Background: an optimization exercise with open tools, aiming at small area and a short achievable clock period. Do not read the settings as production practice. The RTL was checked by simulation tests, not by an equivalence proof against the original design. Power and IR drop assume default switching activity.

Setup of the baseline:
// rlwe_rec
module rlwe_rec (
    input  wire         clk,
    input  wire         rst,         
    input  wire         in_valid,
    input  wire         in_mode,     
    input  wire [127:0] in_x,        
    input  wire         in_bit,      
    input  wire [7:0]   in_r,        
    output reg          out_valid,
    output reg  [7:0]   out_r,       
    output reg          out_key      
);
Size: roughly 1700 cells after synthesis, about 210 flip-flops, ~150 I/O pins, roughly 15000 sq um of cells after synthesis.
Settings: LEC_CHECK=0, CAP_MARGIN=20, CORE_MARGIN=2, CORE_UTILIZATION=65, CTS_BUF_LIST=sky130_fd_sc_hd__clkbuf_4, PLACE_DENSITY=0.75, SLEW_MARGIN=20; clock period 15.0 ns.
standard.sh (not shown) runs the stock make flow with config.mk's settings and CLKGATE_MAP_FILE= SYNTH_SCRIPT=/design/flow/synth_recipe.tcl, a recipe that flattens the netlist after the stock synthesis.
==> flow/flow/run.sh <==
#!/bin/bash
set -e
export BUFFER_PORTS_ARGS="-buffer_cell sky130_fd_sc_hd__buf_1"
export SETUP_SLACK_MARGIN=10.5
export CTS_ARGS="-sink_clustering_enable -repair_clock_nets -buf_list sky130_fd_sc_hd__clkbuf_4 -dont_use_dummy_load -sink_clustering_size 8 -sink_clustering_max_diameter 50"
{
  echo "BUFFER_PORTS_ARGS=$BUFFER_PORTS_ARGS"
  echo "SETUP_SLACK_MARGIN=$SETUP_SLACK_MARGIN"
  echo "CTS_ARGS=$CTS_ARGS"
} > run.log
bash standard.sh > standard.log 2>&1
echo "standard.sh finished" >> run.log
What the candidate does differently from the baseline at the input level:
==> flow/flow/run.sh <==
#!/bin/bash
set -e
export BUFFER_PORTS_ARGS="-buffer_cell sky130_fd_sc_hd__buf_1"
export SETUP_SLACK_MARGIN=10.75
export CTS_ARGS="-sink_clustering_enable -repair_clock_nets -buf_list sky130_fd_sc_hd__clkbuf_4 -dont_use_dummy_load"
echo "BUFFER_PORTS_ARGS=$BUFFER_PORTS_ARGS" > run.log
echo "SETUP_SLACK_MARGIN=$SETUP_SLACK_MARGIN" >> run.log
bash standard.sh > standard.log 2>&1
echo "standard.sh finished" >> run.log
==> comparison <==
Compared with the baseline, in the candidate number of stages on the worst setup path grew by 3; worst slack on hold paths increased 25 ps.
The baseline ended up with fewer cell instances than the candidate did.

---

Starting RTL as in the previous note.
clock: 15.0 ns
lec_check: 0
cap_margin: 20
core_margin: 2
core_utilization: 65
cts_buf_list: sky130_fd_sc_hd__clkbuf_4
place_density: 0.75
slew_margin: 20
==> flow/flow/run.sh <==
#!/bin/bash
# The standard layout (standard.sh: the standard flow's own synthesis, floorplan, place,
# CTS and route, unchanged), with one difference: the buffer that
# global placement puts on every input and output port is the small
# sky130_fd_sc_hd__buf_1 instead of the cell buffer_ports picks by itself.
# Every port still gets its own buffer.
set -e
export BUFFER_PORTS_ARGS="-buffer_cell sky130_fd_sc_hd__buf_1"
export SETUP_SLACK_MARGIN=10.5
echo "BUFFER_PORTS_ARGS=$BUFFER_PORTS_ARGS" > run.log
bash standard.sh > standard.log 2>&1
echo "standard.sh finished" >> run.log
Change:
==> flow/flow/run.sh (replaced) <==
#!/bin/bash
set -e
export BUFFER_PORTS_ARGS="-buffer_cell sky130_fd_sc_hd__buf_1"
export SETUP_SLACK_MARGIN=10.75
export CTS_ARGS="-sink_clustering_enable -repair_clock_nets -buf_list sky130_fd_sc_hd__clkbuf_8 -dont_use_dummy_load -sink_clustering_size 16 -sink_clustering_max_diameter 60"
echo "BUFFER_PORTS_ARGS=$BUFFER_PORTS_ARGS" > run.log
echo "SETUP_SLACK_MARGIN=$SETUP_SLACK_MARGIN" >> run.log
bash standard.sh > standard.log 2>&1
echo "standard.sh finished" >> run.log
CTS_BUF_LIST = sky130_fd_sc_hd__clkbuf_8   (was sky130_fd_sc_hd__clkbuf_4)
Clock-buffer cell count went down by 50.
Die area is unchanged.
Clock power went down by about 40%.
Via count went down by about 2.3%.
Global-route usage went down by 0.43 points.
Final area went down by 1.3%.
First-iteration DRC count went down by 9.7%.
Wire length went down by 2.5%.
Change:
==> flow/flow/run.sh (replaced) <==
#!/bin/bash
# The standard layout (standard.sh: the standard flow's own synthesis, floorplan, place,
# CTS and route, unchanged), with one difference: the buffer that
# global placement puts on every input and output port is the small
# sky130_fd_sc_hd__buf_1 instead of the cell buffer_ports picks by itself.
# Every port still gets its own buffer.
set -e
export BUFFER_PORTS_ARGS="-buffer_cell sky130_fd_sc_hd__buf_1"
echo "BUFFER_PORTS_ARGS=$BUFFER_PORTS_ARGS" > run.log
bash standard.sh > standard.log 2>&1
echo "standard.sh finished" >> run.log
CORE_UTILIZATION = 40   (was 65)
CTS_BUF_LIST = default   (was sky130_fd_sc_hd__clkbuf_8)
PLACE_DENSITY = default   (was 0.75)
The changed run produced a clean layout.
Die area climbs by 61%.
Core utilization is lower by 28 points.
Count of clock-buffer cells in the layout grows by 17.
Worst hold slack improved by 0.0051 ns.
Clock power increases by 120%.
Routed wire length rises by 2.9%.
Setup slack loses 0.54 ns.
Change:
CORE_UTILIZATION = 65   (was 40)
CTS_BUF_LIST = sky130_fd_sc_hd__clkbuf_4   (was default)
PLACE_DENSITY = 0.75   (was default)
Setup slack improves by 0.077 ns.
Final area decreases by about 2.7%.
Non-clock buffer count stays the same.
Wire length decreases by 4.1%.
Maximum frequency increases by about 1.5%.
Global-route usage increases by 12 points.
Via count increases by about 3%.
Register-to-register slack barely changes.
Clock-buffer cell count increases by 40.
Die area decreases by about 40%.
Change:
==> flow/run.sh (new file) <==
#!/bin/bash
# synth_recipe.tcl (not shown) runs the flow's synth.tcl, then flattens the netlist and writes it again
# the make line also repeats each setting of config.mk as NAME=value (left out here)
make -C /OpenROAD-flow-scripts/flow DESIGN_CONFIG=/design/flow/config.mk WORK_HOME=/design/flow/orfs CLKGATE_MAP_FILE= SYNTH_SCRIPT=/design/flow/synth_recipe.tcl finish
CORE_UTILIZATION = 40   (was 65)
CTS_BUF_LIST = default   (was sky130_fd_sc_hd__clkbuf_4)
PLACE_DENSITY = default   (was 0.75)
removed: flow/flow/run.sh
removed: flow/standard.sh
Effect: Wire length goes up by a few percent. Hold slack degrades by 0.0044 ns. Clock power goes up by a quarter to a third. Synthesized area stays the same. Fmax goes down by a little under a tenth. Design area goes up by a little under a tenth. Via count goes down by a few percent.

[static timing again, ports no longer ideal]
How much do the figures lean on ideal ports? The routed layouts below were timed once more, with nothing changed but the port constraints.
Step 1 sets driving cells, clkbuf_16 on the clock port and buf_2 on the other inputs (assumed; they add their load-dependent delay and slew).
Step 2, shift: input delay + t, output delay - t, t = (earliest + latest rising clock arrival at the registers) / 2. This alone moves slack from input paths to output paths.
Three values: ideal ports, drivers, drivers and shift; two values: the first two.
run | t, ns | setup WS [ns] | worst setup path at the end | worst slew at a driven data input, ns | cell pins on the clock port's net
the baseline | 0.633 | 10.264 / 10.260 / 9.628 | input to register | 0.06 | 1
the candidate | 0.688 | 10.341 / 10.341 / 9.713 | input to register | 0.06 | 1
the first run of note 2 | 0.720 | 10.322 / 10.322 / 9.718 | input to register | 0.06 | 1
the second run of note 2 | 0.560 | 10.324 / 10.312 / 9.751 | input to register | 0.07 | 1
the third run of note 2 | 0.589 | 9.789 / 9.816 / 9.228 | input to register | 0.05 | 1
the fourth run of note 2 | 0.707 | 9.865 / 9.865 / 9.201 | input to register | 0.04 | 1
the fifth run of note 2 | 0.593 | 9.395 / 9.426 / 8.834 | input to register | 0.05 | 1
After both steps every run listed still meets setup and hold. For the fourth run of note 2, which loses most, drivers alone change the setup slack by 0.000 ns; drivers and shift together by -0.664 ns.
